This design comes from an exercise in tuning for small area and a short achievable clock period on the open sky130 flow, not from production work. Function was not checked in any run shown here: the RTL went through the layout flow alone. Power is estimated from default activity; no workload was simulated.

[flow/design.v]
module crc16_tab (
    input  wire [7:0]  x,
    output reg  [15:0] t
);
    integer k;
    always @(*) begin
        t = {x, 8'h00};
        for (k = 0; k < 8; k = k + 1)
            t = t[15] ? ((t << 1) ^ 16'h1021) : (t << 1);
    end
endmodule
module crc16_last (
    input  wire [15:0] c,
    input  wire [15:0] r,
    output wire [7:0]  d_want,
    output wire        c_ok
);
    wire [7:0] y = r[7:0];
    wire [7:0] v = {y[7] ^ y[2], y[6] ^ y[1], y[5] ^ y[0], y[4],
                    y[7] ^ y[3] ^ y[2], y[6] ^ y[2] ^ y[1], y[5] ^ y[1] ^ y[0],
                    y[4] ^ y[0]};
    wire [7:0] k = {y[3], y[2], y[1], y[7] ^ y[2] ^ y[0], y[6] ^ y[1],
                    y[5] ^ y[0], y[4], y[3]};
    assign d_want = c[15:8] ^ v;
    assign c_ok   = (c[7:0] == (r[15:8] ^ k));
endmodule
module dispatch_rom (
    input  wire [7:0] opcode,
    output reg  [3:0] handler,
    output reg  [7:0] resp_op
);
    always @(*) begin
        case (opcode)
            8'h65:   begin handler = 4'd1; resp_op = 8'h66; end
            8'h10:   begin handler = 4'd2; resp_op = 8'h11; end
            8'h22:   begin handler = 4'd3; resp_op = 8'h23; end
            8'h31:   begin handler = 4'd4; resp_op = 8'h32; end
            8'h40:   begin handler = 4'd5; resp_op = 8'h41; end
            8'h50:   begin handler = 4'd6; resp_op = 8'h51; end
            8'h7A:   begin handler = 4'd7; resp_op = 8'h7B; end
            8'h81:   begin handler = 4'd8; resp_op = 8'h82; end
            default: begin handler = 4'd0; resp_op = 8'h00; end
        endcase
    end
endmodule
module dispatch_len (
    input  wire [3:0] handler,
    input  wire [8:0] n,
    output reg        in_range
);
    always @(*) begin
        case (handler)
            4'd1:    in_range = (n == 9'd7);                      
            4'd2:    in_range = (n == 9'd6);                      
            4'd3:    in_range = (n <= 9'd10);                     
            4'd4:    in_range = (n == 9'd8);                      
            4'd5:    in_range = 1'b1;                             
            4'd6:    in_range = (n >= 9'd10) & (n <= 9'd70);      
            4'd7:    in_range = (n >= 9'd14) & (n <= 9'd22);      
            default: in_range = 1'b0;                             
        endcase
    end
endmodule
module frame_rx #(
    parameter MAX_FRAME_LEN = 256
) (
    input  wire        clk,
    input  wire        rst,
    input  wire        start,
    input  wire [1:0]  cfg_fmt,       
    input  wire        cfg_srv,       
    input  wire [15:0] cfg_tmo,       
    input  wire [15:0] cfg_fixlen,    
    input  wire        rx_valid,
    input  wire [7:0]  rx_data,
    output wire        rx_ready,
    input  wire        tick,
    input  wire        fault,
    output wire        awaiting_body,
    output wire        res_valid,
    output wire [3:0]  res_code,
    output wire [3:0]  res_cause,
    output wire [7:0]  res_rxst,
    output wire [15:0] rx_count,
    output wire [15:0] rx_lenfield,
    output wire [15:0] target,
    output wire [15:0] idle_count,
    output wire [15:0] field_rcv,
    output wire [15:0] field_calc,
    output wire [1:0]  dcode,
    output wire [7:0]  handler,
    output wire [7:0]  resp_op,
    output wire [7:0]  req_op,
    output wire        disp_ok,
    output wire [7:0]  disp_handler
);
    localparam CODE_OK        = 4'h0;
    localparam CODE_DEVSTAT   = 4'h1;
    localparam CODE_TIMEOUT   = 4'h2;
    localparam CODE_INTEGRITY = 4'h3;
    localparam CODE_LENREJ    = 4'h4;
    localparam CODE_TFAULT    = 4'h5;
    localparam CODE_CMDERR    = 4'h6;
    localparam CODE_NONE      = 4'hF;
    localparam CAUSE_BAD_OP     = 2'd1;
    localparam CAUSE_BAD_LENGTH = 2'd3;
    localparam DC_NONE    = 2'd0;
    localparam DC_OK      = 2'd1;
    localparam DC_UNKNOWN = 2'd2;
    localparam DC_BADLEN  = 2'd3;
    reg        active;       
    reg        fzb;          
    reg        ffix;         
    reg        dsp;          
    reg [15:0] tmo;          
    reg        tmo_hit;      
    reg        lastb;        
    reg [5:0]  pos;          
    reg [15:0] acc;          
    reg [15:0] frcv;         
    reg [15:0] lf;           
    reg [7:0]  b0;
    reg [3:0]  hnd;          
    reg [7:0]  rsp;          
    reg [7:0]  b5;
    reg        done;         
    reg        ge3;          
    reg        rv;
    reg [3:0]  rc;
    reg [1:0]  rcz;
    reg [7:0]  rxst;
    reg [8:0]  cnt;
    reg [8:0]  tgt;
    reg [15:0] idle;
    reg [1:0]  dc;
    reg        dnz;          
    reg        dok;          
    assign rx_ready      = active;
    assign awaiting_body = active & ge3;
    assign res_valid     = rv;
    assign res_code      = rc;
    assign res_cause     = {2'b00, rcz};
    assign res_rxst      = rxst;
    assign rx_count      = {7'd0, cnt};
    assign rx_lenfield   = lf & {16{ge3}};
    assign target        = {7'd0, tgt};
    assign idle_count    = idle;
    assign field_rcv     = frcv & {16{done}};
    assign field_calc    = acc & {16{done}};
    assign dcode         = dc;
    assign handler       = {4'd0, hnd & {4{dc[0]}}};
    assign resp_op       = rsp & {8{dc[0]}};
    assign req_op        = b0 & {8{dnz}};
    assign disp_ok       = dok;
    assign disp_handler  = {4'd0, hnd & {4{dok}}};
    wire [7:0] b = rx_data;
    wire [15:0] t_acc, t_b;
    crc16_tab u_ta (.x(acc[15:8]), .t(t_acc));
    crc16_tab u_tb (.x(b & {8{~(pos[3] | pos[4])}}), .t(t_b));
    wire [15:0] crc_next = pos[0] ? (16'hFF00 ^ 16'h1EF0 ^ t_b) : ({acc[7:0], 8'h00} ^ t_acc ^ t_b);
    wire [7:0] crc_want;
    wire       crc_ok;
    crc16_last u_last (.c(acc), .r(frcv), .d_want(crc_want), .c_ok(crc_ok));
    wire [7:0] want  = fzb ? ~acc[7:0] : crc_want;
    wire       valid;
    byte_match u_match (.b(b), .want(want), .ok(fzb | crc_ok), .match(valid));
    wire [7:0] status = pos[5] ? b : b5;
    wire       st_ok  = fzb | (status == 8'h00);
    wire [7:0] b1        = lf[15:8];
    wire       len_bad;
    wire [8:0] len_tgt;
    len_check u_len_chk (.b1(b1), .b(b), .zb(fzb), .bad(len_bad), .n(len_tgt));
    wire [3:0] b_hnd;
    wire [7:0] b_rsp;
    dispatch_rom u_rom (.opcode(b0), .handler(b_hnd), .resp_op(b_rsp));
    wire       in_range;
    dispatch_len u_len (.handler(hnd), .n(tgt), .in_range(in_range));
    wire [15:0] idle1  = idle + 16'd1;
    wire [15:0] inc2_flip;
    assign inc2_flip[0] = 1'b0;
    assign inc2_flip[1] = 1'b1;
    genvar gi;
    generate
        for (gi = 2; gi < 16; gi = gi + 1) begin : g_flip
            assign inc2_flip[gi] = &idle[gi-1:1];
        end
    endgenerate
    wire        idle2_hit = ((idle ^ tmo) == inc2_flip);
    wire [15:0] tmo_in = {cfg_tmo[15:1], cfg_tmo[0] | ~(|cfg_tmo[15:1])};
    wire cmd_op, cmd_len;
    cmd_check #(.MAX_FRAME_LEN(MAX_FRAME_LEN)) u_cmd (
        .fmt(cfg_fmt), .fixlen(cfg_fixlen), .bad_op(cmd_op), .bad_len(cmd_len));
    always @(posedge clk) begin
        if (!active) begin
            if (start) begin
                fzb     <= (cfg_fmt == 2'd1);
                ffix    <= (cfg_fmt == 2'd2);
                dsp     <= cfg_srv & (cfg_fmt != 2'd1);
                tmo     <= tmo_in;
                tmo_hit <= ~(|cfg_tmo[15:1]);
                lastb   <= 1'b0;
                pos     <= 6'b000001;
            end
        end else if (!fault) begin
            if (rx_valid) begin
                pos     <= {pos[4:0], 1'b0};
                tmo_hit <= (tmo == 16'd1);
                lastb   <= (cnt + 9'd2 == tgt) & ~pos[2];
            end else if (tick) begin
                tmo_hit <= idle2_hit;
            end
        end
    end
    always @(posedge clk) begin
        if (active && !fault && rx_valid) begin
            if (pos[0]) b0 <= b;
            if (pos[1]) begin
                lf[15:8] <= b;
                hnd <= b_hnd;
                rsp <= b_rsp;
            end
            if (pos[2]) lf[7:0]  <= b;
            if (pos[3]) frcv[15:8] <= b;
            if (pos[4]) frcv[7:0]  <= b;
            if (pos[5]) b5 <= b;
            if (lastb && fzb) frcv <= {8'h00, b};
        end
    end
    always @(posedge clk) begin
        if (active && !fault && rx_valid) begin
            if (!fzb)
                acc <= crc_next;
            else if (lastb)
                acc <= {8'h00, ~acc[7:0]};
            else if (pos[3])
                acc <= {8'h00, b};
            else if (ge3)
                acc[7:0] <= acc[7:0] + b;
        end
    end
    always @(posedge clk) begin
        if (rst) begin
            active <= 1'b0;
            done   <= 1'b0;
            ge3    <= 1'b0;
            rv     <= 1'b0;
            rc     <= CODE_NONE;
            rcz    <= 2'd0;
            rxst   <= 8'd0;
            cnt    <= 9'd0;
            tgt    <= 9'd0;
            idle   <= 16'd0;
            dc     <= DC_NONE;
            dnz    <= 1'b0;
            dok    <= 1'b0;
        end else if (!active) begin
            if (start) begin
                if (cmd_op) begin
                    rv   <= 1'b1;
                    rc   <= CODE_CMDERR;
                    rcz  <= CAUSE_BAD_OP;
                    rxst <= 8'd0;
                end else if (cmd_len) begin
                    rv   <= 1'b1;
                    rc   <= CODE_CMDERR;
                    rcz  <= CAUSE_BAD_LENGTH;
                    rxst <= 8'd0;
                end else begin
                    active <= 1'b1;
                    rv     <= 1'b0;
                    done   <= 1'b0;
                    ge3    <= 1'b0;
                    cnt    <= 9'd0;
                    tgt    <= (cfg_fmt == 2'd2) ? cfg_fixlen[8:0] : 9'd0;
                    idle   <= 16'd0;
                    dc     <= DC_NONE;
                    dnz    <= 1'b0;
                    dok    <= 1'b0;
                end
            end
        end else if (fault) begin
            active <= 1'b0;
            rv     <= 1'b1;
            rc     <= CODE_TFAULT;
            rcz    <= 2'd0;
            rxst   <= 8'd0;
        end else if (rx_valid) begin
            cnt  <= cnt + 9'd1;
            idle <= 16'd0;
            if (pos[2]) begin
                ge3 <= 1'b1;
                if (!ffix) begin
                    tgt <= len_tgt;
                    if (len_bad) begin
                        active <= 1'b0;
                        rv     <= 1'b1;
                        rc     <= CODE_LENREJ;
                        rcz    <= 2'd0;
                        rxst   <= 8'd0;
                    end
                end
            end
            if (lastb) begin
                active <= 1'b0;
                done   <= 1'b1;
                rv     <= 1'b1;
                rcz    <= 2'd0;
                if (!valid) begin
                    rc   <= CODE_INTEGRITY;
                    rxst <= 8'd0;
                end else if (st_ok) begin
                    rc   <= CODE_OK;
                    rxst <= 8'd0;
                end else begin
                    rc   <= CODE_DEVSTAT;
                    rxst <= status;
                end
                if (valid && dsp) begin
                    dnz <= 1'b1;
                    dok <= (hnd != 4'd0) & in_range;
                    dc  <= (hnd == 4'd0) ? DC_UNKNOWN : in_range ? DC_OK : DC_BADLEN;
                end
            end
        end else if (tick) begin
            if (tmo_hit) begin
                active <= 1'b0;
                rv     <= 1'b1;
                rc     <= CODE_TIMEOUT;
                rcz    <= 2'd0;
                rxst   <= 8'd0;
            end else begin
                idle <= idle1;
            end
        end
    end
endmodule
module cmd_check #(
    parameter MAX_FRAME_LEN = 256
) (
    input  wire [1:0]  fmt,
    input  wire [15:0] fixlen,
    output wire        bad_op,
    output wire        bad_len
);
    assign bad_op  = (fmt == 2'd3);
    assign bad_len = (fmt == 2'd2) && ((fixlen < 16'd6) || (fixlen > MAX_FRAME_LEN));
endmodule
module byte_match (
    input  wire [7:0] b,
    input  wire [7:0] want,
    input  wire       ok,
    output wire       match
);
    assign match = (b == want) & ok;
endmodule
module len_check (
    input  wire [7:0] b1,
    input  wire [7:0] b,
    input  wire       zb,
    output wire       bad,
    output wire [8:0] n
);
    wire       b1_zero = ~(|b1);
    wire       b1_one  = (b1 == 8'd1);
    wire       std_ok  = (b1_zero & (b >= 8'd6)) | (b1_one & ~(|b));
    wire       zb_ok   = b1_zero & (|b) & (b <= 8'd252);
    wire [8:0] std_n   = {b1[0], b} & {9{std_ok}};
    wire [8:0] zb_n    = ({1'b0, b} + 9'd4) & {9{zb_ok}};
    assign bad = zb ? ~zb_ok : ~std_ok;
    assign n   = zb ? zb_n : std_n;
endmodule
[flow/flow/run.sh]
#!/bin/bash
# Standard layout, with the port buffers made of plain buf cells instead of
# the delay buffers buffer_ports picks by default. Every port still gets one.
set -euo pipefail
export BUFFER_PORTS_ARGS="-buffer_cell sky130_fd_sc_hd__buf_2"
bash standard.sh > flow_make.log 2>&1
[flow/standard.sh]
#!/bin/bash
# synth_recipe.tcl (not shown) runs the flow's synth.tcl, then flattens the netlist and writes it again
# the make line also repeats each setting of config.mk as NAME=value (left out here)
make -C /OpenROAD-flow-scripts/flow DESIGN_CONFIG=/design/flow/config.mk WORK_HOME=/design/flow/orfs CLKGATE_MAP_FILE= SYNTH_SCRIPT=/design/flow/synth_recipe.tcl "${@:-finish}"
[flow/config.mk]
export PLATFORM = sky130hd
export DESIGN_NAME = frame_rx
export DESIGN_NICKNAME = frame_rx
export VERILOG_FILES = /design/flow/design.v
export SDC_FILE = /design/flow/constraint.sdc
export NUM_CORES = 4
export LEC_CHECK = 0
export CAP_MARGIN = 20
export CORE_MARGIN = 2
export CORE_UTILIZATION = 40
export SETUP_SLACK_MARGIN = 3.0
export SLEW_MARGIN = 20
export SYNTH_HIERARCHICAL = 1
export SYNTH_MINIMUM_KEEP_SIZE = 0
[flow/constraint.sdc]
create_clock -name core_clock -period 6.0 [get_ports {clk}]
set_input_delay 1.2000 -clock core_clock [delete_from_list [all_inputs] [get_ports {clk}]]
set_output_delay 1.2000 -clock core_clock [all_outputs]
set_load 0.01 [all_outputs]
==> out/qor.yml, run 1 <==
clocking:
  cts_root_buffer: "clkbuf_16"
  cts_max_path_buffers: 2
  htreeDepth: 4
  cts_tree: "done"
  path_clk_slew_ns: 0.06
  clock-sinks: 159
  cts_buffers: 17
  clock_latency_ns: 0.43
  ctsHoldBuffers: 0
placed_design:
  dp.cells: 1445
  dp.final_hpwl_mm: 19.4
  numPortBuffers: 174
  place.gp.congestion: 0.850
  dp_slack_ns: 1.88
synth:
  ys_seq_area_share_pct: 42.6
  yosysTopAreaCellShare_pct: 31.2
  synth_area_leader_cell: "edfxtp_1"
  synth-async-reset-ratio_pct: 0
  netlist_instances: 1003
  synth_edf_count: 103
  synth_area_per_cell_um2: 9.87
  ys_seq_elements: 159
  synth_cell_type_count: 84
  synth.area.top_cells: "edfxtp_1 31%, dfxtp_1 11%, and2_1 6.0%"
  syn-cell-area_um2: 9900
  ys.flop_type: "edfxtp_1"
  yosysWarningCount: 10
drt:
  totalWireLength_mm: 27.8
  drtIter0Drc: 511
  wl_per_cell_um: 18.4
  vias: 8026
  routed_via_density: 5.30
  dr.pass1.iters: 7
  antenna_left: 0
  drc: 0
timing:
  maxSlewViolCount: 0
  finalClockSkew_ns: 0.0100
  max-slew-margin-rel_pct: 30.9
  setup_tns_ns: 0
  fin_crit_ns: 3.14
  grt_setup_unrepaired: "true"
  finalHoldViolCount: 0
  fmax_mhz: 318
  layout_setup_ws_ns: 2.86
  fin_crit_sh_pct: 52.4
  setup-violations-final: 0
  worst_pin_slew_ns: 1.04
die:
  coreArea_um2: 24300
  num_rows: 57
  die_w_um: 161
  die_h_um: 161
  dieArea_um2: 26000
  ios: 199
  initial_core_util_pct: 40.7
power:
  ir_worst_vdd_mv: 0.176
  powerDensity_nw_per_um2: 223
  p_leak_nw: 4.98
finish:
  syn2layout_area_growth_pct: 22.9
  drive_gt1_share_pct: 28.2
  layout_common_cells: "164 x buf_2, 103 x edfxtp_1, 94 x and2_1"
  final_core_util_pct: 50.0
  final_cells: 1514
  fill_cells: 2271
  final_common_cell: "buf_2"
  nets: 1239
global_routing:
  antenna_found_initial: 3
  grt_pass1_vias: 7449
  grt-ovfl-total: 0
  grt_max_degree: 36
  grt_usage_pct: 21.1
  grt_pass1_wl_mm: 42.5
critical_path:
  crit_fanout: 8
  max_stage_delay_ns: 0.53
  crit_path_end_kind: "flip-flop"
  path_class: "input port to flip-flop"
  critPathRequiredTime_ns: 6.36
  arrival_ns: 3.50
  slowest_stage: "or4b_4"
  worstSetupStartpointType: "input port"
  path_cells: "buf_6 -> or4b_4 -> nor4_4 -> o21ai_1 -> and3b_2 -> nor2_4 -> a2bb2oi_4 -> and2_4 -> nand3_4 -> or3_1 -> a21oi_1"
status:
  status: "complete, no violations"
flow_run:
  timing.max_cap.violations: 0
worst_hold_path:
  min_path_type: "flip-flop to flip-flop"
==> registers in the layout, summed over array words and instances, names as in the netlist, 2 cells and up <==
register and cells:
tgt 9, rc 4, b0 8, idle 16
rsp 8, pos 6, dc 2, lf 16
b5 8, rxst 8, acc 16, rcz 2
tmo 16, cnt 9, frcv 16, hnd 4
==> cell usage after synthesis, types with 4 or more instances <==
cell type / instances
edfxtp_1: 103
or3_1: 14
inv_1: 22
a21o_1: 4
and2_1: 95
nor3_1: 17
buf_4: 43
or4_1: 5
nand3_1: 27
nor4_1: 15
o21ai_0: 28
o2111ai_1: 4
a211oi_1: 13
xnor2_1: 58
nand2b_1: 14
xor2_1: 54
clkbuf_1: 30
o21ai_1: 5
and3b_1: 4
and3_1: 19
o221ai_1: 4
o211ai_1: 8
nand3b_1: 5
nand4_1: 12
mux2i_1: 12
a22o_1: 5
ha_1: 13
mux2_2: 11
a21oi_1: 44
nor3_2: 4
o21a_1: 9
xor3_1: 8
nand2_1: 52
a22oi_1: 11
nor2_1: 77
dfxtp_1: 56
nor2b_1: 18
buf_2: 7
==> worst max-delay path: cells and delay by family <==
family / cells / cell delay, ns
and+or+nand+nor: 7 / 1.77
AOI/OAI and AO/OA: 3 / 0.42
buffers and inverters: 1 / 0.09
==> modules after synthesis (local to each module, per instance), excerpt <==
module        flip-flops and latches  times used  area [µm²]
dispatch_len                       0           1         190
frame_rx                         159           1        8280
len_check                          0           1         333
byte_match                         0           1        95.1
crc16_last                         0           1         298
crc16_tab                          0           2         190
dispatch_rom                       0           1         236
==> cell type report <==
type	instances	area (µm²)	share of cell area [%]
Sequential cell	159	4220	34.6
Antenna cell	1	2.50	0.0206
Timing Repair Buffer	212	1320	10.8
Inverter	24	111	0.915
Tap cell	324	405	3.33
Clock inverter	12	125	1.03
Clock buffer	20	457	3.75
Multi-Input combinational cell	762	5530	45.5
==> cells by family after synthesis <==
logic type               after synthesis  share of synthesized area [%]
other                                  1                         0.0379
buffers and inverters                106                           5.74
AND/OR/NAND/NOR                      415                           24.2
XOR/XNOR                             120                           11.8
AO/OA/AOI/OAI                        164                           11.3
flip-flops                           159                           42.6
multiplexers                          24                           2.58
adder cells (fa/ha/maj)               14                           1.84
==> report_power, final <==
| group | switching, W | internal, W |
|---|---|---|
| sequential | 0.0000513 | 0.00120 |
| clock | 0.000476 | 0.000604 |
| combinational | 0.000207 | 0.000173 |
==> worst paths after layout <==
path | slack (ns) | startpoint | end | cells after the start
hold reg to reg | 0.45 | rc[3] | rc[3] | 1
hold / removal | 0.45 | rc[3] | rc[3] | 1
setup reg to reg | 3.12 | acc[3] | rxst[5] | 11
setup / recovery | 2.86 | cfg_fixlen[2] | idle[14] | 11
==> through the flow <==
step	hold WS [ns]	total power (W)	area (µm²)
3_5_place_dp	0.443	0.00160	10900
3_3_place_gp	0.438	0.00160	10900
5_1_grt	0.500	0.00282	12200
6_report	0.454	0.00271	12200
4_1_cts	0.458	0.00270	11900
2_1_floorplan	0.477	0.00151	10100
==> routing by layer <==
metal | GRT usage [%] | vias up | wire (µm)
met5 | 0 | - | 23
met4 | 5.24 | 4 | 508
met3 | 5.03 | 34 | 1670
met2 | 33.3 | 250 | 13000
met1 | 29.1 | 3855 | 12600
li1 | - | 3883 | -
==> timing repair <==
item,in CTS,in global routing
pin swaps,24,16
cloned,1,1
setup endpoints to repair,53,62
gates resized for setup,48,33
buffers inserted,22,12
==> run 2: changes to the inputs <==
--- a/flow/design.v
+++ b/flow/design.v
@@ -27,35 +27,55 @@
 module dispatch_rom (
     input  wire [7:0] opcode,
-    output reg  [3:0] handler,
-    output reg  [7:0] resp_op
+    output reg        hit,
+    output reg  [2:0] entry
 );
     always @(*) begin
+        hit = 1'b1;
         case (opcode)
-            8'h65:   begin handler = 4'd1; resp_op = 8'h66; end
-            8'h10:   begin handler = 4'd2; resp_op = 8'h11; end
-            8'h22:   begin handler = 4'd3; resp_op = 8'h23; end
-            8'h31:   begin handler = 4'd4; resp_op = 8'h32; end
-            8'h40:   begin handler = 4'd5; resp_op = 8'h41; end
-            8'h50:   begin handler = 4'd6; resp_op = 8'h51; end
-            8'h7A:   begin handler = 4'd7; resp_op = 8'h7B; end
-            8'h81:   begin handler = 4'd8; resp_op = 8'h82; end
-            default: begin handler = 4'd0; resp_op = 8'h00; end
+            8'h65:   entry = 3'd0;
+            8'h10:   entry = 3'd1;
+            8'h22:   entry = 3'd2;
+            8'h31:   entry = 3'd3;
+            8'h40:   entry = 3'd4;
+            8'h50:   entry = 3'd5;
+            8'h7A:   entry = 3'd6;
+            8'h81:   entry = 3'd7;
+            default: begin hit = 1'b0; entry = 3'd0; end
+        endcase
+    end
+endmodule
+module dispatch_out (
+    input  wire [2:0] entry,
+    output wire [3:0] handler,
+    output reg  [7:0] resp_op
+);
+    assign handler = {1'b0, entry} + 4'd1;
+    always @(*) begin
+        case (entry)
+            3'd0: resp_op = 8'h66;
+            3'd1: resp_op = 8'h11;
+            3'd2: resp_op = 8'h23;
+            3'd3: resp_op = 8'h32;
+            3'd4: resp_op = 8'h41;
+            3'd5: resp_op = 8'h51;
+            3'd6: resp_op = 8'h7B;
+            3'd7: resp_op = 8'h82;
         endcase
     end
 endmodule
 module dispatch_len (
-    input  wire [3:0] handler,
+    input  wire [2:0] entry,
     input  wire [8:0] n,
     output reg        in_range
 );
     always @(*) begin
-        case (handler)
-            4'd1:    in_range = (n == 9'd7);                      
-            4'd2:    in_range = (n == 9'd6);                      
-            4'd3:    in_range = (n <= 9'd10);                     
-            4'd4:    in_range = (n == 9'd8);                      
-            4'd5:    in_range = 1'b1;                             
-            4'd6:    in_range = (n >= 9'd10) & (n <= 9'd70);      
-            4'd7:    in_range = (n >= 9'd14) & (n <= 9'd22);      
+        case (entry)
+            3'd0:    in_range = (n == 9'd7);                      
+            3'd1:    in_range = (n == 9'd6);                      
+            3'd2:    in_range = (n <= 9'd10);                     
+            3'd3:    in_range = (n == 9'd8);                      
+            3'd4:    in_range = 1'b1;                             
+            3'd5:    in_range = (n >= 9'd10) & (n <= 9'd70);      
+            3'd6:    in_range = (n >= 9'd14) & (n <= 9'd22);      
             default: in_range = 1'b0;                             
         endcase
@@ -121,7 +141,9 @@
     reg [15:0] lf;           
     reg [7:0]  b0;
-    reg [3:0]  hnd;          
-    reg [7:0]  rsp;          
+    reg        hit;          
+    reg [2:0]  ent;          
     reg [7:0]  b5;
+    reg        b1z;          
+    reg        b1o;          
     reg        done;         
     reg        ge3;          
@@ -149,31 +171,38 @@
     assign field_calc    = acc & {16{done}};
     assign dcode         = dc;
-    assign handler       = {4'd0, hnd & {4{dc[0]}}};
-    assign resp_op       = rsp & {8{dc[0]}};
+    wire [3:0] ent_hnd;
+    wire [7:0] ent_rsp;
+    dispatch_out u_out (.entry(ent), .handler(ent_hnd), .resp_op(ent_rsp));
+    assign handler       = {4'd0, ent_hnd & {4{dc[0]}}};
+    assign resp_op       = ent_rsp & {8{dc[0]}};
     assign req_op        = b0 & {8{dnz}};
     assign disp_ok       = dok;
-    assign disp_handler  = {4'd0, hnd & {4{dok}}};
+    assign disp_handler  = {4'd0, ent_hnd & {4{dok}}};
     wire [7:0] b = rx_data;
-    wire [15:0] t_acc, t_b;
-    crc16_tab u_ta (.x(acc[15:8]), .t(t_acc));
-    crc16_tab u_tb (.x(b & {8{~(pos[3] | pos[4])}}), .t(t_b));
-    wire [15:0] crc_next = pos[0] ? (16'hFF00 ^ 16'h1EF0 ^ t_b) : ({acc[7:0], 8'h00} ^ t_acc ^ t_b);
+    wire [15:0] crc_cur = pos[0] ? 16'hFFFF : acc;
+    wire [15:0] t_idx;
+    crc16_tab u_t (.x(crc_cur[15:8] ^ (b & {8{~(pos[3] | pos[4])}})), .t(t_idx));
+    wire [15:0] crc_next = {crc_cur[7:0], 8'h00} ^ t_idx;
     wire [7:0] crc_want;
     wire       crc_ok;
     crc16_last u_last (.c(acc), .r(frcv), .d_want(crc_want), .c_ok(crc_ok));
     wire [7:0] want  = fzb ? ~acc[7:0] : crc_want;
-    wire       valid;
-    byte_match u_match (.b(b), .want(want), .ok(fzb | crc_ok), .match(valid));
+    wire       valid = (b == want) & (fzb | crc_ok);
     wire [7:0] status = pos[5] ? b : b5;
     wire       st_ok  = fzb | (status == 8'h00);
     wire [7:0] b1        = lf[15:8];
-    wire       len_bad;
-    wire [8:0] len_tgt;
-    len_check u_len_chk (.b1(b1), .b(b), .zb(fzb), .bad(len_bad), .n(len_tgt));
-    wire [3:0] b_hnd;
-    wire [7:0] b_rsp;
-    dispatch_rom u_rom (.opcode(b0), .handler(b_hnd), .resp_op(b_rsp));
+    wire       b1_zero   = b1z;
+    wire       b1_one    = b1o;
+    wire       std_ok    = (b1_zero & (b >= 8'd6)) | (b1_one & ~(|b));
+    wire       zb_ok     = b1_zero & (|b) & (b <= 8'd252);
+    wire       len_bad   = fzb ? ~zb_ok : ~std_ok;
+    wire [8:0] std_tgt   = {b1[0], b} & {9{std_ok}};
+    wire [8:0] zb_tgt    = ({1'b0, b} + 9'd4) & {9{zb_ok}};
+    wire [8:0] len_tgt   = fzb ? zb_tgt : std_tgt;
+    wire       b_hit;
+    wire [2:0] b_ent;
+    dispatch_rom u_rom (.opcode(b0), .hit(b_hit), .entry(b_ent));
     wire       in_range;
-    dispatch_len u_len (.handler(hnd), .n(tgt), .in_range(in_range));
+    dispatch_len u_len (.entry(ent), .n(tgt), .in_range(in_range));
     wire [15:0] idle1  = idle + 16'd1;
     wire [15:0] inc2_flip;
@@ -188,7 +217,7 @@
     wire        idle2_hit = ((idle ^ tmo) == inc2_flip);
     wire [15:0] tmo_in = {cfg_tmo[15:1], cfg_tmo[0] | ~(|cfg_tmo[15:1])};
-    wire cmd_op, cmd_len;
-    cmd_check #(.MAX_FRAME_LEN(MAX_FRAME_LEN)) u_cmd (
-        .fmt(cfg_fmt), .fixlen(cfg_fixlen), .bad_op(cmd_op), .bad_len(cmd_len));
+    wire fixlen_bad = (cfg_fixlen < 16'd6) || (cfg_fixlen > MAX_FRAME_LEN);
+    wire cmd_op     = (cfg_fmt == 2'd3);
+    wire cmd_len    = (cfg_fmt == 2'd2) & fixlen_bad;
     always @(posedge clk) begin
         if (!active) begin
@@ -217,6 +246,8 @@
             if (pos[1]) begin
                 lf[15:8] <= b;
-                hnd <= b_hnd;
-                rsp <= b_rsp;
+                b1z <= (b == 8'd0);
+                b1o <= (b == 8'd1);
+                hit <= b_hit;
+                ent <= b_ent;
             end
             if (pos[2]) lf[7:0]  <= b;
@@ -318,6 +349,6 @@
                 if (valid && dsp) begin
                     dnz <= 1'b1;
-                    dok <= (hnd != 4'd0) & in_range;
-                    dc  <= (hnd == 4'd0) ? DC_UNKNOWN : in_range ? DC_OK : DC_BADLEN;
+                    dok <= hit & in_range;
+                    dc  <= !hit ? DC_UNKNOWN : in_range ? DC_OK : DC_BADLEN;
                 end
             end
@@ -335,37 +366,2 @@
     end
 endmodule
-module cmd_check #(
-    parameter MAX_FRAME_LEN = 256
-) (
-    input  wire [1:0]  fmt,
-    input  wire [15:0] fixlen,
-    output wire        bad_op,
-    output wire        bad_len
-);
-    assign bad_op  = (fmt == 2'd3);
-    assign bad_len = (fmt == 2'd2) && ((fixlen < 16'd6) || (fixlen > MAX_FRAME_LEN));
-endmodule
-module byte_match (
-    input  wire [7:0] b,
-    input  wire [7:0] want,
-    input  wire       ok,
-    output wire       match
-);
-    assign match = (b == want) & ok;
-endmodule
-module len_check (
-    input  wire [7:0] b1,
-    input  wire [7:0] b,
-    input  wire       zb,
-    output wire       bad,
-    output wire [8:0] n
-);
-    wire       b1_zero = ~(|b1);
-    wire       b1_one  = (b1 == 8'd1);
-    wire       std_ok  = (b1_zero & (b >= 8'd6)) | (b1_one & ~(|b));
-    wire       zb_ok   = b1_zero & (|b) & (b <= 8'd252);
-    wire [8:0] std_n   = {b1[0], b} & {9{std_ok}};
-    wire [8:0] zb_n    = ({1'b0, b} + 9'd4) & {9{zb_ok}};
-    assign bad = zb ? ~zb_ok : ~std_ok;
-    assign n   = zb ? zb_n : std_n;
-endmodule
==> flow/flow/run.sh (replaced) <==
#!/bin/bash
# Standard layout, with the port buffers made of plain buf cells instead of
# the delay buffers buffer_ports picks by default. Every port still gets one.
set -euo pipefail
export BUFFER_PORTS_ARGS="-buffer_cell sky130_fd_sc_hd__buf_1"
bash standard.sh > flow_make.log 2>&1
--- a/flow/config.mk
+++ b/flow/config.mk
@@ -9,6 +9,5 @@
 export CORE_MARGIN = 2
 export CORE_UTILIZATION = 40
+export CTS_BUF_LIST = sky130_fd_sc_hd__clkbuf_8
 export SETUP_SLACK_MARGIN = 3.0
 export SLEW_MARGIN = 20
-export SYNTH_HIERARCHICAL = 1
-export SYNTH_MINIMUM_KEEP_SIZE = 0
==> run 2 against run 1 <==
Compared with the run above:
- largest power group unchanged
- utilization is 1.2 points lower
- worst setup slack better by 0.18 ns
- largest cell class unchanged
- critical endpoint is now rc[0]
- via count is 1.1% higher
- sequential share of layout area is 1.8 points higher
- clock skew is 0.015 ns higher
- die area is 2.0% lower
- synthesized cell count is 1.9% higher
- critical path type unchanged
- clock power is 17% lower
- global-route usage hardly changed
- still clean on timing, DRC and antenna
- combinational power is 24% lower
- cell count is 1.5% higher
==> out/qor.yml, run 2 <==
status:
  status: "complete, no violations"  # unchanged
critical_path:
  worstSetupStartpointType: "input port"  # unchanged
  crit_fanout: 17  # was 8
  cp_top_family: "compound AO/OA/AOI/OAI gates"  # was simple AND/OR/NAND/NOR gates
  worst_r2r_path_depth: 7  # was 11
  startpoint: "rx_data[7]"  # was cfg_fixlen[2]
  reg2reg_from: "acc[7]"  # was acc[3]
  path_class: "input port to flip-flop"  # unchanged
  max_stage_delay_ns: 0.59  # was 0.53 ns
  arrival_ns: 3.31  # was 3.50 ns
  path_buf_inv: 2  # was 1
  path_cells: "buf_1 -> buf_4 -> or4_4 -> o31ai_4 -> a21oi_2 -> o21ai_2 -> a21o_2 -> nand2_1 -> a211o_1"  # was buf_6 -> or4b_4 -> nor4_4 -> o21ai_1 -> and3b_2 -> nor2_4 -> a2bb2oi_4 -> and2_4 -> nand3_4 -> or3_1 -> a21oi_1
  r2r_setup_slack_ns: 3.18  # was 3.12 ns
  slowest_stage: "or4_4"  # was or4b_4
  critPathRequiredTime_ns: 6.35  # was 6.36 ns
  reg2reg_to: "rxst[6]"  # was rxst[5]
  crit_path_end_kind: "flip-flop"  # unchanged
worst_hold_path:
  hold_path_end: "rxst[6]"  # was rc[3]
  holdPathStages: 1  # unchanged
  holdCritStartpoint: "rxst[6]"  # was rc[3]
  min_path_type: "flip-flop to flip-flop"  # unchanged
power:
  power.share.combinational_pct: 12.0  # was 14.0%
  clkPwrFrac_pct: 36.9  # was 39.8%
  p_leak_nw: 4.18  # was 4.98 nW
  power_w: 0.00243  # was 0.00271 W
  ir_worst_vdd_mv: 0.119  # was 0.176 mV
  p_sw_share_pct: 27.7  # was 27.1%
  intPower_w: 0.00175  # was 0.00198 W
  powerDensity_nw_per_um2: 211  # was 223 nW/µm²
  power.switching_w: 0.000673  # was 0.000734 W
  power_frac_seq_pct: 51.1  # was 46.2%
synth:
  synth_cell_type_count: 72  # was 84
  netlist_instances: 1022  # was 1003
  synth.area.top_cells: "edfxtp_1 30%, dfxtp_1 13%, xnor2_1 5.5%"  # was edfxtp_1 31%, dfxtp_1 11%, and2_1 6.0%
  synth_edf_count: 97  # was 103
  syn-cell-area_um2: 9700  # was 9900 µm²
  synth-async-reset-ratio_pct: 0  # unchanged
  ys_seq_elements: 161  # was 159
  synthTopCellsByCount: "104 x nor2_1, 97 x edfxtp_1, 79 x and2_1"  # was 103 x edfxtp_1, 95 x and2_1, 77 x nor2_1
  ys.flop_type: "edfxtp_1"  # unchanged
  yosysTopAreaCellShare_pct: 30.0  # was 31.2%
  ys_seq_area_share_pct: 43.2  # was 42.6%
  synthMostInstantiatedCell: "nor2_1"  # was edfxtp_1
  yosysWarningCount: 5  # was 10
  synth_area_leader_cell: "edfxtp_1"  # unchanged
  synth_area_per_cell_um2: 9.49  # was 9.87 µm²
die:
  die_h_um: 160  # was 161 µm
  die_w_um: 160  # was 161 µm
  num_rows: 56  # was 57
  ios: 199  # unchanged
  coreArea_um2: 23600  # was 24300 µm²
  dieArea_um2: 25500  # was 26000 µm²
  initial_core_util_pct: 41.1  # was 40.7%
drt:
  antenna_left: 0  # unchanged
  vias: 8112  # was 8026
  wl_per_cell_um: 17.9  # was 18.4 µm
  drc: 0  # unchanged
  drtIter0Drc: 643  # was 511
  dr.pass1.iters: 5  # was 7
  routed_via_density: 5.28  # was 5.30
  totalWireLength_mm: 27.5  # was 27.8 mm
timing:
  max-slew-margin-rel_pct: 35.9  # was 30.9%
  setup-violations-final: 0  # unchanged
  setup_tns_ns: 0  # unchanged
  grt_setup_unrepaired: "true"  # unchanged
  fin_crit_ns: 2.96  # was 3.14 ns
  fin_crit_sh_pct: 49.4  # was 52.4%
  finalHoldViolCount: 0  # unchanged
  fmax_mhz: 338  # was 318 MHz
  maxSlewViolCount: 0  # unchanged
  finalClockSkew_ns: 0.0246  # was 0.0100 ns
  worst_pin_slew_ns: 0.954  # was 1.04 ns
  fin_hold_ws_ns: 0.502  # was 0.454 ns
clocking:
  cts_max_path_buffers: 2  # unchanged
  htreeDepth: 4  # unchanged
  cts_tree: "done"  # unchanged
  path_clk_slew_ns: 0.09  # was 0.06 ns
  clock_latency_ns: 0.46  # was 0.43 ns
  ctsHoldBuffers: 0  # unchanged
  cts_root_buffer: "clkbuf_8"  # was clkbuf_16
  cts_buffers: 17  # unchanged
  clock-sinks: 161  # was 159
global_routing:
  grt_max_degree: 36  # unchanged
  antenna_found_initial: 2  # was 3
  grt_pass1_vias: 7528  # was 7449
  grt_pass1_wl_mm: 42.3  # was 42.5 mm
  grt_usage_pct: 21.0  # was 21.1%
  grt-ovfl-total: 0  # unchanged
finish:
  layout_common_cells: "167 x buf_1, 104 x nor2_1, 97 x edfxtp_1"  # was 164 x buf_2, 103 x edfxtp_1, 94 x and2_1
  nets: 1276  # was 1239
  final_cells: 1536  # was 1514
  syn2layout_area_growth_pct: 18.8  # was 22.9%
  drive_gt1_share_pct: 11.5  # was 28.2%
  final_common_cell: "buf_1"  # was buf_2
placed_design:
  dp.cells: 1473  # was 1445
  place.gp.congestion: 0.814  # was 0.850
  numPortBuffers: 174  # unchanged
  dp.final_hpwl_mm: 19.6  # was 19.4 mm
flow_run:
  timing.max_cap.violations: 0  # unchanged
-- run 2: final cells by class --
cell class                      instances  area [µm²]
Fill cell                            2257       12100
Multi-Input combinational cell        780        5370
Sequential cell                       161        4200
Timing Repair Buffer                  209         968
Tap cell                              319         399
Clock buffer                           18         248
Clock inverter                         14         193
Inverter                               34         135
Antenna cell                            1        2.50
-- run 2: logic make-up (layout without fill, tap and decap cells) --
| logic type | after synthesis | count (layout) | share of synthesized area [%] |
|---|---|---|---|
| and+or+nand+nor | 412 | 414 | 21.9 |
| AOI/OAI and AO/OA | 183 | 184 | 12.8 |
| adders and majority gates | 24 | 24 | 3.17 |
| DFF | 161 | 161 | 43.2 |
| muxes | 24 | 24 | 2.62 |
| other | 1 | 25 | 0.0387 |
| xor gates and xnor gates | 110 | 110 | 10.9 |
| buffers and inverters | 107 | 275 | 5.25 |
-- run 2: repair_timing --
action | CTS | global route
gates resized for setup | 20 | 22
pin swaps | 2 | 12
setup endpoints to repair | 54 | 80
gates cloned | 0 | 3
setup buffers | 7 | 19
-- run 2: worst max-delay path by stage --
stage	endpoint	slack (ns)	cells past startpoint
detailed placement	rc[0]	2.02	10
finish	rc[0]	3.04	9
floorplan	idle[11]	2.73	7
global route	acc[7]	2.88	10
global placement	rc[0]	2.08	10
CTS	awaiting_body	2.99	3
-- run 2: power by group through the flow --
stage,clock (W),combinational [W],sequential (W)
2_1_floorplan,0,0.000205,0.00125
3_3_place_gp,0,0.000259,0.00126
3_5_place_dp,0,0.000263,0.00126
4_1_cts,0.000910,0.000271,0.00124
5_1_grt,0.000951,0.000320,0.00125
6_report,0.000895,0.000290,0.00124
-- run 2: stage by stage --
step           worst slack [ns]  utilization, %  area [µm²]
5_1_grt                    2.88            48.8       11500
2_1_floorplan              2.73               -        9960
3_5_place_dp               2.02            45.2       10700
4_1_cts                    2.99            47.6       11200
3_3_place_gp               2.08            45.2       10700
6_report                   3.04            48.8       11500
-- run 2: per-layer routing --
metal	up-vias	track usage (%)	part of all wire [%]	wire, µm
met5	-	0	0.044	12
met4	2	6.24	1.3	371
met3	28	3.61	5.7	1580
met2	288	32.5	45	12500
met1	3831	30.2	47	13000
li1	3963	-	-	-
==> run 3: changes to the inputs <==
--- a/flow/config.mk
+++ b/flow/config.mk
@@ -8,5 +8,5 @@
 export CAP_MARGIN = 20
 export CORE_MARGIN = 2
-export CORE_UTILIZATION = 40
+export CORE_UTILIZATION = 55
 export CTS_BUF_LIST = sky130_fd_sc_hd__clkbuf_8
 export SETUP_SLACK_MARGIN = 3.0
==> run 3 against run 2 <==
Compared with the run above:
- critical endpoint is now cnt[8]
- non-clock buffer count down 8
- still clean
- cell count is 6.8% lower
- sequential share of layout area up 0.71 points
- clock power shrank 5.4%
- utilization increased by 16 points
- register-to-register slack gained 0.09 ns
- maximum frequency shrank 0.25%
- synthesized cell count unchanged
- wire length fell by 6.2%
- sequential power about the same
- via count up 1.1%
==> out/qor.yml, run 3 <==
synth:
  synthMostInstantiatedCell: "nor2_1"  # unchanged
  synth-async-reset-ratio_pct: 0  # unchanged
  synth_area_per_cell_um2: 9.49  # unchanged
  ys_seq_elements: 161  # unchanged
  ys.flop_type: "edfxtp_1"  # unchanged
  netlist_instances: 1022  # unchanged
  synth.area.top_cells: "edfxtp_1 30%, dfxtp_1 13%, xnor2_1 5.5%"  # unchanged
  synth_area_leader_cell: "edfxtp_1"  # unchanged
  synth_edf_count: 97  # unchanged
  yosysWarningCount: 5  # unchanged
  synth_cell_type_count: 72  # unchanged
  synthTopCellsByCount: "104 x nor2_1, 97 x edfxtp_1, 79 x and2_1"  # unchanged
  yosysTopAreaCellShare_pct: 30.0  # unchanged
  ys_seq_area_share_pct: 43.2  # unchanged
  syn-cell-area_um2: 9700  # unchanged
clocking:
  clock-sinks: 161  # unchanged
  cts_root_buffer: "clkbuf_8"  # unchanged
  clock_latency_ns: 0.46  # about the same
  cts_buffers: 17  # unchanged
  cts_max_path_buffers: 2  # unchanged
  htreeDepth: 4  # unchanged
  path_clk_slew_ns: 0.09  # about the same
  cts_tree: "done"  # unchanged
timing:
  finalHoldViolCount: 0  # unchanged
  max-slew-margin-rel_pct: 38.1  # was 35.9%
  grt_setup_unrepaired: "true"  # unchanged
  finalClockSkew_ns: 0.0170  # was 0.0246 ns
  setup_tns_ns: 0  # unchanged
  worst_pin_slew_ns: 0.921  # was 0.954 ns
  fin_crit_sh_pct: 49.5  # was 49.4%
  fin_crit_ns: 2.97  # was 2.96 ns
  layout_setup_ws_ns: 3.03  # was 3.04 ns
  fmax_mhz: 337  # was 338 MHz
  maxSlewViolCount: 0  # unchanged
  setup-violations-final: 0  # unchanged
finish:
  fin_area_um2: 11300  # was 11500 µm²
  final_common_cell: "buf_1"  # unchanged
  seqCellArea_um2: 4200  # about the same
  multi_input_area_um2: 5370  # about the same
  nets: 1266  # was 1276
  layout_common_cells: "167 x buf_1, 104 x nor2_1, 97 x edfxtp_1"  # unchanged
  syn2layout_area_growth_pct: 16.4  # was 18.8%
  fill_cells: 1492  # was 2257
  final_cells: 1431  # was 1536
  drive_gt1_share_pct: 10.4  # was 11.5%
  antenna_cells: 0  # was 1
power:
  powerDensity_nw_per_um2: 210  # was 211 nW/µm²
  clkPwrFrac_pct: 35.7  # was 36.9%
  power_w: 0.00237  # was 0.00243 W
  power.share.combinational_pct: 12.0  # about the same
  p_sw_share_pct: 27.2  # was 27.7%
  power_frac_seq_pct: 52.3  # was 51.1%
  p_leak_nw: 4.13  # was 4.18 nW
  power.switching_w: 0.000644  # was 0.000673 W
  intPower_w: 0.00173  # was 0.00175 W
  ir_worst_vdd_mv: 0.137  # was 0.119 mV
placed_design:
  postPlaceCellArea_um2: 10600  # was 10700 µm²
  place.gp.congestion: 0.874  # was 0.814
  numPortBuffers: 174  # unchanged
  dp.final_hpwl_mm: 18.2  # was 19.6 mm
  dp_slack_ns: 2.02  # about the same
  dp.cells: 1380  # was 1473
die:
  die_w_um: 137  # was 160 µm
  dieArea_um2: 18700  # was 25500 µm²
  die_h_um: 137  # was 160 µm
  ios: 199  # unchanged
  num_rows: 48  # was 56
  coreArea_um2: 17300  # was 23600 µm²
  initial_core_util_pct: 56.1  # was 41.1%
critical_path:
  startpoint: "cfg_fixlen[6]"  # was rx_data[7]
  arrival_ns: 3.31  # about the same
  worstSetupStartpointType: "input port"  # unchanged
  reg2reg_from: "acc[0]"  # was acc[7]
  crit_end: "cnt[8]"  # was rc[0]
  slowest_stage: "or4_4"  # unchanged
  crit_path_end_kind: "flip-flop"  # unchanged
  path_cells: "buf_1 -> or4_4 -> o31a_1 -> o31ai_4 -> buf_12 -> o211ai_4 -> nor4_2 -> xnor2_1 -> nor2_1"  # was buf_1 -> buf_4 -> or4_4 -> o31ai_4 -> a21oi_2 -> o21ai_2 -> a21o_2 -> nand2_1 -> a211o_1
  worst_r2r_path_depth: 7  # unchanged
  reg2reg_to: "rxst[6]"  # unchanged
  crit_fanout: 8  # was 17
  max_stage_delay_ns: 0.55  # was 0.59 ns
  path_buf_inv: 2  # unchanged
  cp_top_family: "simple AND/OR/NAND/NOR gates"  # was compound AO/OA/AOI/OAI gates
  cp_num_cells: 9  # unchanged
  critPathRequiredTime_ns: 6.35  # about the same
  r2r_setup_slack_ns: 3.27  # was 3.18 ns
  path_class: "input port to flip-flop"  # unchanged
drt:
  routed_via_density: 5.73  # was 5.28
  antenna_left: 0  # unchanged
  drtIter0Drc: 603  # was 643
  vias: 8203  # was 8112
  totalWireLength_mm: 25.8  # was 27.5 mm
  dr.pass1.iters: 5  # unchanged
  wl_per_cell_um: 18.0  # was 17.9 µm
  drc: 0  # unchanged
global_routing:
  grt_pass1_wl_mm: 39.1  # was 42.3 mm
  antenna_found_initial: 0  # was 2
  use_met1_pct: 39.5  # was 30.2%
  grt_pass1_vias: 7222  # was 7528
  grt-ovfl-total: 0  # unchanged
  grt_max_degree: 36  # unchanged
  grt_usage_pct: 27.3  # was 21.0%
  use_met3_pct: 4.85  # was 3.61%
  top_usage_layer: "met2"  # unchanged
  global_route.usage.met2_pct: 42.0  # was 32.5%
status:
  status: "complete, no violations"  # unchanged
flow_run:
  timing.max_cap.violations: 0  # unchanged
worst_hold_path:
  min_path_type: "flip-flop to flip-flop"  # unchanged
==> run 3: cell families after synthesis <==
kind of cell	count (synthesis)	share of synthesized area, %
AO/OA/AOI/OAI	183	12.8
XOR/XNOR	110	10.9
adder cells (fa/ha/maj)	24	3.17
buffers and inverters	107	5.25
flip-flops	161	43.2
multiplexers	24	2.62
other	1	0.0387
AND/OR/NAND/NOR	412	21.9
==> run 3: per-layer routing <==
layer  vias up  wire, µm  share of wire, %
met5         -         0                 0
met4         0       398               1.5
li1       3940         -                 -
met2       346     11700                45
met3        30      1990               7.7
met1      3887     11700                46
==> run 3: layout make-up <==
type / count / area share (%)
multi-input cells: 778 / 47.6
flip-flops and latches: 161 / 37.2
repair buffers: 201 / 7.89
well taps: 225 / 2.49
clock buffers: 17 / 2.07
clock inverters: 15 / 1.61
inverters: 34 / 1.20
==> run 3: through the flow <==
stage,util [%],hold slack (ns)
after floorplan,-,0.482
after global placement,61.0,0.465
after detailed placement,61.0,0.467
after CTS,64.2,0.501
after global routing,65.3,0.523
final,65.3,0.497
==> run 3: worst min path at each step <==
stage | start | to | slack, ns | cells after the start
2_1_floorplan | dc[1] | dc[1] | 0.48 | 2
6_report | rxst[3] | rxst[3] | 0.50 | 1
3_3_place_gp | rxst[2] | rxst[2] | 0.47 | 1
4_1_cts | rxst[6] | rxst[6] | 0.50 | 1
5_1_grt | rxst[2] | rxst[2] | 0.52 | 1
3_5_place_dp | rxst[6] | rxst[6] | 0.47 | 1
==> run 3: timing repair <==
action,CTS,global route
pin swaps,3,8
buffers inserted,6,12
hold buffers,0,0
setup endpoints to repair,56,83
cloned,0,1
resized for setup,23,22
==> run 3: power by group through the flow <==
| stage | Clock, W | Sequential, W | Combinational, W |
|---|---|---|---|
| floorplan | 0 | 0.00125 | 0.000205 |
| global placement | 0 | 0.00126 | 0.000260 |
| detailed placement | 0 | 0.00126 | 0.000262 |
| CTS | 0.000863 | 0.00124 | 0.000272 |
| global route | 0.000904 | 0.00124 | 0.000314 |
| finish | 0.000847 | 0.00124 | 0.000284 |
==> run 4: changes to the inputs <==
--- a/flow/design.v
+++ b/flow/design.v
@@ -48,19 +48,16 @@
     input  wire [2:0] entry,
     output wire [3:0] handler,
-    output reg  [7:0] resp_op
+    output wire [7:0] resp_op
 );
     assign handler = {1'b0, entry} + 4'd1;
-    always @(*) begin
-        case (entry)
-            3'd0: resp_op = 8'h66;
-            3'd1: resp_op = 8'h11;
-            3'd2: resp_op = 8'h23;
-            3'd3: resp_op = 8'h32;
-            3'd4: resp_op = 8'h41;
-            3'd5: resp_op = 8'h51;
-            3'd6: resp_op = 8'h7B;
-            3'd7: resp_op = 8'h82;
-        endcase
-    end
+    wire [7:0] sel = 8'd1 << entry;
+    assign resp_op[0] = |(sel & 8'b01110110);
+    assign resp_op[1] = |(sel & 8'b11001101);
+    assign resp_op[2] = |(sel & 8'b00000001);
+    assign resp_op[3] = |(sel & 8'b01000000);
+    assign resp_op[4] = |(sel & 8'b01101010);
+    assign resp_op[5] = |(sel & 8'b01001101);
+    assign resp_op[6] = |(sel & 8'b01110001);
+    assign resp_op[7] = |(sel & 8'b10000000);
 endmodule
 module dispatch_len (
@@ -136,5 +133,4 @@
     reg        tmo_hit;      
     reg        lastb;        
-    reg [5:0]  pos;          
     reg [15:0] acc;          
     reg [15:0] frcv;         
@@ -180,4 +176,12 @@
     assign disp_handler  = {4'd0, ent_hnd & {4{dok}}};
     wire [7:0] b = rx_data;
+    wire       cnt_lo = ~(|cnt[8:3]);
+    wire [5:0] pos;
+    assign pos[0] = cnt_lo & (cnt[2:0] == 3'd0);
+    assign pos[1] = cnt_lo & (cnt[2:0] == 3'd1);
+    assign pos[2] = cnt_lo & (cnt[2:0] == 3'd2);
+    assign pos[3] = cnt_lo & (cnt[2:0] == 3'd3);
+    assign pos[4] = cnt_lo & (cnt[2:0] == 3'd4);
+    assign pos[5] = cnt_lo & (cnt[2:0] == 3'd5);
     wire [15:0] crc_cur = pos[0] ? 16'hFFFF : acc;
     wire [15:0] t_idx;
@@ -229,9 +233,7 @@
                 tmo_hit <= ~(|cfg_tmo[15:1]);
                 lastb   <= 1'b0;
-                pos     <= 6'b000001;
             end
         end else if (!fault) begin
             if (rx_valid) begin
-                pos     <= {pos[4:0], 1'b0};
                 tmo_hit <= (tmo == 16'd1);
                 lastb   <= (cnt + 9'd2 == tgt) & ~pos[2];
--- a/flow/config.mk
+++ b/flow/config.mk
@@ -8,5 +8,5 @@
 export CAP_MARGIN = 20
 export CORE_MARGIN = 2
-export CORE_UTILIZATION = 55
+export CORE_UTILIZATION = 40
 export CTS_BUF_LIST = sky130_fd_sc_hd__clkbuf_8
 export SETUP_SLACK_MARGIN = 3.0
==> run 4 against run 3 <==
Compared with the run above:
- still clean
- clock skew down 0.0024 ns
- synthesized cell count is 2.5% lower
- die area grew 32%
- area after synthesis decreased by 3.5%
- clock-buffer cell count did not move
- critical endpoint is now rxst[4]
==> out/qor.yml, run 4 <==
global_routing:
  antenna_found_initial: 0  # unchanged
  grt_max_degree: 41  # was 36
  grt_pass1_vias: 7512  # was 7222
  grt_usage_pct: 22.3  # was 27.3%
  grt_pass1_wl_mm: 42.2  # was 39.1 mm
  grt-ovfl-total: 0  # unchanged
timing:
  finalHoldViolCount: 0  # unchanged
  max-slew-margin-rel_pct: 38.7  # was 38.1%
  fin_crit_ns: 3.11  # was 2.97 ns
  fmax_mhz: 321  # was 337 MHz
  setup-violations-final: 0  # unchanged
  finalClockSkew_ns: 0.0146  # was 0.0170 ns
  fin_crit_sh_pct: 51.9  # was 49.5%
  setup_tns_ns: 0  # unchanged
  grt_setup_unrepaired: "true"  # unchanged
  worst_pin_slew_ns: 0.914  # was 0.921 ns
  maxSlewViolCount: 0  # unchanged
power:
  power.share.combinational_pct: 14.2  # was 12.0%
  power.switching_w: 0.000653  # was 0.000644 W
  p_sw_share_pct: 28.9  # was 27.2%
  p_leak_nw: 4.36  # was 4.13 nW
  power_w: 0.00226  # was 0.00237 W
  power_frac_seq_pct: 49.6  # was 52.3%
  powerDensity_nw_per_um2: 191  # was 210 nW/µm²
  intPower_w: 0.00161  # was 0.00173 W
  ir_worst_vdd_mv: 0.135  # was 0.137 mV
  clkPwrFrac_pct: 36.1  # was 35.7%
synth:
  syn-cell-area_um2: 9360  # was 9700 µm²
  synth_edf_count: 91  # was 97
  synthMostInstantiatedCell: "nor2_1"  # unchanged
  netlist_instances: 996  # was 1022
  synthTopCellsByCount: "104 x nor2_1, 91 x edfxtp_1, 68 x nand2_1"  # was 104 x nor2_1, 97 x edfxtp_1, 79 x and2_1
  synth_cell_type_count: 86  # was 72
  ys.flop_type: "edfxtp_1"  # unchanged
  synth-async-reset-ratio_pct: 0  # unchanged
  synth_area_per_cell_um2: 9.40  # was 9.49 µm²
  ys_seq_area_share_pct: 41.2  # was 43.2%
  yosysWarningCount: 4  # was 5
  ys_seq_elements: 147  # was 161
  synth_area_leader_cell: "edfxtp_1"  # unchanged
  yosysTopAreaCellShare_pct: 29.2  # was 30.0%
  synth.area.top_cells: "edfxtp_1 29%, dfxtp_1 12%, xnor2_1 5.6%"  # was edfxtp_1 30%, dfxtp_1 13%, xnor2_1 5.5%
critical_path:
  arrival_ns: 3.46  # was 3.31 ns
  path_class: "input port to flip-flop"  # unchanged
  worst_r2r_path_depth: 10  # was 7
  crit_path_end_kind: "flip-flop"  # unchanged
  crit_fanout: 8  # unchanged
  worstSetupStartpointType: "input port"  # unchanged
  critPathRequiredTime_ns: 6.35  # about the same
finish:
  final_common_cell: "buf_1"  # unchanged
  nets: 1289  # was 1266
  layout_common_cells: "164 x buf_1, 101 x nor2_1, 91 x edfxtp_1"  # was 167 x buf_1, 104 x nor2_1, 97 x edfxtp_1
  syn2layout_area_growth_pct: 26.2  # was 16.4%
  drive_gt1_share_pct: 20.0  # was 10.4%
  antenna_cells: 0  # unchanged
  fill_cells: 2137  # was 1492
die:
  die_w_um: 157  # was 137 µm
  ios: 199  # unchanged
  coreArea_um2: 22800  # was 17300 µm²
  num_rows: 55  # was 48
  dieArea_um2: 24600  # was 18700 µm²
  initial_core_util_pct: 41.1  # was 56.1%
  die_h_um: 157  # was 137 µm
clocking:
  cts_max_path_buffers: 2  # unchanged
  cts_tree: "done"  # unchanged
  path_clk_slew_ns: 0.09  # about the same
  htreeDepth: 4  # unchanged
  clock-sinks: 147  # was 161
  cts_root_buffer: "clkbuf_8"  # unchanged
  cts_buffers: 17  # unchanged
  clock_latency_ns: 0.47  # was 0.46 ns
  ctsHoldBuffers: 0  # unchanged
drt:
  drtIter0Drc: 704  # was 603
  antenna_left: 0  # unchanged
  drc: 0  # unchanged
  totalWireLength_mm: 28.6  # was 25.8 mm
  wl_per_cell_um: 18.6  # was 18.0 µm
  routed_via_density: 5.38  # was 5.73
  dr.pass1.iters: 5  # unchanged
  vias: 8293  # was 8203
flow_run:
  timing.max_cap.violations: 0  # unchanged
worst_hold_path:
  min_path_type: "flip-flop to flip-flop"  # unchanged
  holdPathStages: 2  # was 1
placed_design:
  place.gp.congestion: 0.854  # was 0.874
  numPortBuffers: 174  # unchanged
  dp.final_hpwl_mm: 19.7  # was 18.2 mm
status:
  status: "complete, no violations"  # unchanged
-- run 4: power groups by stage --
| stage | Clock, W | Combinational [W] | Sequential (W) |
|---|---|---|---|
| after global placement | 0 | 0.000259 | 0.00115 |
| after global routing | 0.000865 | 0.000349 | 0.00113 |
| after floorplan | 0 | 0.000202 | 0.00114 |
| after detailed placement | 0 | 0.000262 | 0.00115 |
| final | 0.000818 | 0.000322 | 0.00112 |
| after CTS | 0.000828 | 0.000288 | 0.00112 |
-- run 4: cells by family (layout without fill, tap and decap cells) --
group | count (synthesis) | count (layout) | share of synthesized area, %
flops | 147 | 147 | 41.2
xor+xnor | 114 | 114 | 11.6
simple gates | 387 | 387 | 21.6
compound gates | 190 | 192 | 14.3
mux | 13 | 13 | 1.40
buf+inv | 120 | 328 | 6.56
other cells | 1 | 24 | 0.0401
fa+ha+maj | 24 | 24 | 3.29
-- run 4: per-stage QoR --
stage	worst slack, ns	instances	area [µm²]	hold slack [ns]	util, %
3_5_place_dp	1.77	1438	10300	0.438	45.2
4_1_cts	2.93	1506	11200	0.455	49.0
3_3_place_gp	1.78	1438	10300	0.433	45.2
5_1_grt	2.87	1542	11800	0.471	51.9
2_1_floorplan	2.66	1019	9660	0.467	-
6_report	2.89	1542	11800	0.454	51.9
-- run 4: layer usage --
metal	GRT usage, %	part of all wire, %
met3	5.15	7.3
met4	5.94	1.2
met5	0	0
met2	35.4	46
met1	30.7	45
-- run 4: final cells by class --
cell class,instances,area (µm²),area share (%)
Sequential cell,147,3860,32.7
Inverter,42,178,1.50
Multi-Input combinational cell,754,5590,47.3
Clock buffer,17,234,1.98
Tap cell,313,392,3.31
Clock inverter,15,169,1.43
Timing Repair Buffer,254,1390,11.8
-- run 4: path summary, 6_finish.rpt --
kind               from  endpoint  slack (ns)
max          rx_data[4]   rxst[4]        2.89
min               rc[3]     rc[3]        0.45
max reg2reg         fzb   rxst[7]        3.10
min reg2reg       rc[3]     rc[3]        0.45
-- run 4: timing repair --
| action | 4_1_cts | 5_1_grt |
|---|---|---|
| endpoints found under the setup margin | 95 | 55 |
| resized for setup | 48 | 79 |
| pin swaps | 17 | 43 |
| cloned | 0 | 3 |
| buffers inserted | 36 | 33 |
| hold endpoints to repair | 0 | 0 |
-- run 4: worst max-delay path, cell delays in order --
cell	delay [ns]
buf_6	0.09
buf_6	0.12
or4_4	0.53
or4_4	0.54
and4_4	0.20
o31a_4	0.30
nor2_4	0.16
a21oi_4	0.14
o2bb2ai_2	0.17
==> run 5: changes to the inputs <==
--- a/flow/design.v
+++ b/flow/design.v
@@ -140,6 +140,4 @@
     reg [2:0]  ent;          
     reg [7:0]  b5;
-    reg        b1z;          
-    reg        b1o;          
     reg        done;         
     reg        ge3;          
@@ -196,6 +194,6 @@
     wire       st_ok  = fzb | (status == 8'h00);
     wire [7:0] b1        = lf[15:8];
-    wire       b1_zero   = b1z;
-    wire       b1_one    = b1o;
+    wire       b1_zero   = ~(|b1);
+    wire       b1_one    = (b1 == 8'd1);
     wire       std_ok    = (b1_zero & (b >= 8'd6)) | (b1_one & ~(|b));
     wire       zb_ok     = b1_zero & (|b) & (b <= 8'd252);
@@ -248,6 +246,4 @@
             if (pos[1]) begin
                 lf[15:8] <= b;
-                b1z <= (b == 8'd0);
-                b1o <= (b == 8'd1);
                 hit <= b_hit;
                 ent <= b_ent;
==> run 5 against run 4 <==
Compared with the run above:
- via count increased by 0.60%
- clock power decreased by 5.6%
- synthesized cell count increased by 0.20%
- sequential cell count decreased by 2
- area after synthesis decreased by 0.19%
- hold slack improved by 0.026 ns
- highest routed layer unchanged
==> out/qor.yml, run 5 <==
status:
  status: "complete, no violations"  # unchanged
drt:
  antenna_left: 0  # unchanged
  totalWireLength_mm: 28.9  # was 28.6 mm
  dr.pass1.iters: 8  # was 5
  drtIter0Drc: 702  # was 704
  wl_per_cell_um: 18.9  # was 18.6 µm
  drc: 0  # unchanged
  routed_via_density: 5.46  # was 5.38
die:
  ios: 199  # unchanged
  die_w_um: 157  # about the same
  coreArea_um2: 22800  # unchanged
  num_rows: 55  # unchanged
  dieArea_um2: 24600  # about the same
global_routing:
  antenna_found_initial: 0  # unchanged
  grt_max_degree: 40  # was 41
  grt_pass1_wl_mm: 43.5  # was 42.2 mm
  grt_pass1_vias: 7628  # was 7512
critical_path:
  crit_fanout: 8  # unchanged
  r2r_setup_slack_ns: 3.04  # was 3.10 ns
  path_buf_inv: 3  # was 2
  path_cells: "buf_1 -> buf_6 -> clkinv_4 -> ha_4 -> or3b_4 -> or2_1 -> a221o_1 -> a31oi_4 -> o21bai_4 -> nor2b_4 -> a22o_1"  # was buf_6 -> buf_6 -> or4_4 -> or4_4 -> and4_4 -> o31a_4 -> nor2_4 -> a21oi_4 -> o2bb2ai_2
  arrival_ns: 3.46  # about the same
  max_stage_delay_ns: 0.40  # was 0.54 ns
  critPathRequiredTime_ns: 6.39  # was 6.35 ns
  path_class: "input port to flip-flop"  # unchanged
timing:
  worst_pin_slew_ns: 1.05  # was 0.914 ns
  finalClockSkew_ns: 0.0182  # was 0.0146 ns
  setup-violations-final: 0  # unchanged
  fmax_mhz: 325  # was 321 MHz
  maxSlewViolCount: 0  # unchanged
  max-slew-margin-rel_pct: 29.2  # was 38.7%
  grt_setup_unrepaired: "true"  # unchanged
  fin_crit_sh_pct: 51.3  # was 51.9%
  finalHoldViolCount: 0  # unchanged
power:
  p_sw_share_pct: 29.1  # was 28.9%
  intPower_w: 0.00153  # was 0.00161 W
  power_w: 0.00216  # was 0.00226 W
  power.switching_w: 0.000629  # was 0.000653 W
  p_leak_nw: 4.09  # was 4.36 nW
  ir_worst_vdd_mv: 0.127  # was 0.135 mV
synth:
  netlist_instances: 998  # was 996
  synth_top_family_by_area: "simple AND/OR/NAND/NOR gates"  # unchanged
  synth_mux_area_share_pct: 2.01  # was 1.40%
  synth_area_leader_cell: "edfxtp_1"  # unchanged
  synth.area.top_cells: "edfxtp_1 29%, dfxtp_1 12%, xnor2_1 5.1%"  # was edfxtp_1 29%, dfxtp_1 12%, xnor2_1 5.6%
  yosysTopAreaCellShare_pct: 28.6  # was 29.2%
  synthTopCellsByCount: "102 x nor2_1, 89 x edfxtp_1, 69 x and2_1"  # was 104 x nor2_1, 91 x edfxtp_1, 68 x nand2_1
  ys_seq_elements: 145  # was 147
  synth_area_per_cell_um2: 9.36  # was 9.40 µm²
  synthMostInstantiatedCell: "nor2_1"  # unchanged
  synth_edf_count: 89  # was 91
  ys.flop_type: "edfxtp_1"  # unchanged
  synthAdderAreaFrac_pct: 3.40  # was 3.29%
  yosys.area_share.simple_pct: 23.5  # was 21.6%
  synth_compound_area_share_pct: 13.7  # was 14.3%
  synth_xor_xnor_area_share_pct: 10.7  # was 11.6%
  yosysWarningCount: 4  # unchanged
clocking:
  clock_latency_ns: 0.46  # was 0.47 ns
  cts_root_buffer: "clkbuf_8"  # unchanged
  cts_tree: "done"  # unchanged
  cts_buffers: 17  # unchanged
  clock-sinks: 145  # was 147
  ctsHoldBuffers: 0  # unchanged
flow_run:
  timing.max_cap.violations: 0  # unchanged
finish:
  final_cells: 1528  # was 1542
  antenna_cells: 0  # unchanged
  nets: 1275  # was 1289
  layout_common_cells: "167 x buf_1, 102 x nor2_1, 89 x edfxtp_1"  # was 164 x buf_1, 101 x nor2_1, 91 x edfxtp_1
worst_hold_path:
  min_path_type: "flip-flop to flip-flop"  # unchanged
placed_design:
  dp.cells: 1441  # was 1438
  dp.final_hpwl_mm: 20.1  # was 19.7 mm
## run 5: cell types whose count changed after synthesis, moves of 7 or more
cell,delta
a22o_1,+7
nor3_1,+10
inv_1,-14
nand2b_1,+8
o2bb2ai_1,-9
nand4_1,-13
xor2_1,-12
a31oi_1,+7
o21ai_1,+8
## run 5: layer usage
layer | GRT usage (%) | routed length, µm | vias to the layer above
li1 | - | - | 3944
met1 | 32.2 | 12800 | 3985
met2 | 35.7 | 13200 | 372
met3 | 4.76 | 2310 | 42
met4 | 7.12 | 597 | 0
met5 | 0 | 0 | -
## run 5: final cells by class
| cell class | count | area (µm²) | share of cell area [%] |
|---|---|---|---|
| well taps | 313 | 392 | 3.43 |
| inverters | 27 | 115 | 1.01 |
| flip-flops and latches | 145 | 3800 | 33.3 |
| clock buffers | 17 | 234 | 2.05 |
| clock inverters | 15 | 148 | 1.29 |
| multi-input cells | 773 | 5510 | 48.3 |
| repair buffers | 238 | 1210 | 10.6 |
## run 5: final timing paths
path,start,end,depth (start not counted)
min reg2reg,rc[3],rc[3],1
min,rc[3],rc[3],1
max,rx_data[2],rxst[3],11
max reg2reg,acc[15],rxst[3],8
## run 5: kinds of logic (layout without fill, tap and decap cells)
kind of cell | Yosys count | in the layout
xor+xnor | 99 | 99
fa+ha+maj | 25 | 25
compound gates | 190 | 190
other cells | 1 | 24
buf+inv | 104 | 297
mux | 18 | 18
flops | 145 | 145
simple gates | 416 | 417
## run 5: what timing repair did
item,CTS,global route
pin swaps,15,18
resized for setup,42,46
gates cloned,0,1
endpoints found under the setup margin,72,85
setup buffers,27,27
## run 5: worst reg2reg max path: stages (launching register included)
cell,delay [ns]
edfxtp_1,0.47
xnor3_1,0.44
mux2i_2,0.26
xor2_1,0.13
or4_4,0.55
or4_4,0.48
nor4_4,0.26
buf_6,0.17
a22o_1,0.14
## run 5: power by group through the flow
stage | Sequential (W) | Combinational, W | Clock, W
global placement | 0.00113 | 0.000239 | 0
floorplan | 0.00112 | 0.000189 | 0
detailed placement | 0.00113 | 0.000242 | 0
global route | 0.00111 | 0.000307 | 0.000819
CTS | 0.00111 | 0.000266 | 0.000782
finish | 0.00111 | 0.000281 | 0.000772
## run 5: through the flow
stage | util (%) | hold WS, ns | cell area (µm²) | setup WS, ns
floorplan | - | 0.476 | 9650 | 2.56
global placement | 45.0 | 0.436 | 10300 | 1.82
detailed placement | 45.0 | 0.456 | 10300 | 1.72
CTS | 48.4 | 0.478 | 11000 | 2.97
global route | 50.1 | 0.509 | 11400 | 2.89
finish | 50.1 | 0.480 | 11400 | 2.92

-- what the ideal ports hide --
In the flow no input, the clock included, has a driving cell. The finished layouts below were timed again as built, in two steps.
Step 1 assumes that a clkbuf_16 drives the clock port and a buf_2 every other input.
Step 2 moves the port delays by t, midway between the first and last clock arrival at a register: inputs arrive t later, outputs are due t later. That takes back most of the time a late clock gives input paths.
a / b / c = ideal / step 1 / step 2; a / b = the first two.
| run | t, ns | setup WS [ns] | worst setup path after step 2 | worst register clock-pin slew, ns |
|---|---|---|---|---|
| run 1 | 0.473 | 2.858 / 2.870 / 2.397 | input to register | 0.07 / 0.07 |
| run 2 | 0.490 | 3.039 / 3.024 / 2.534 | input to register | 0.11 / 0.11 |
| run 3 | 0.495 | 3.031 / 3.049 / 2.553 | input to register | 0.10 / 0.10 |
| run 4 | 0.505 | 2.885 / 2.888 / 2.392 | input to register | 0.10 / 0.10 |
| run 5 | 0.489 | 2.925 / 2.910 / 2.458 | input to register | 0.10 / 0.10 |
After both steps setup and hold are still met in every run listed. The setup slack of run 2, which loses most, moves by -0.015 ns with the drivers and by -0.505 ns with both steps.
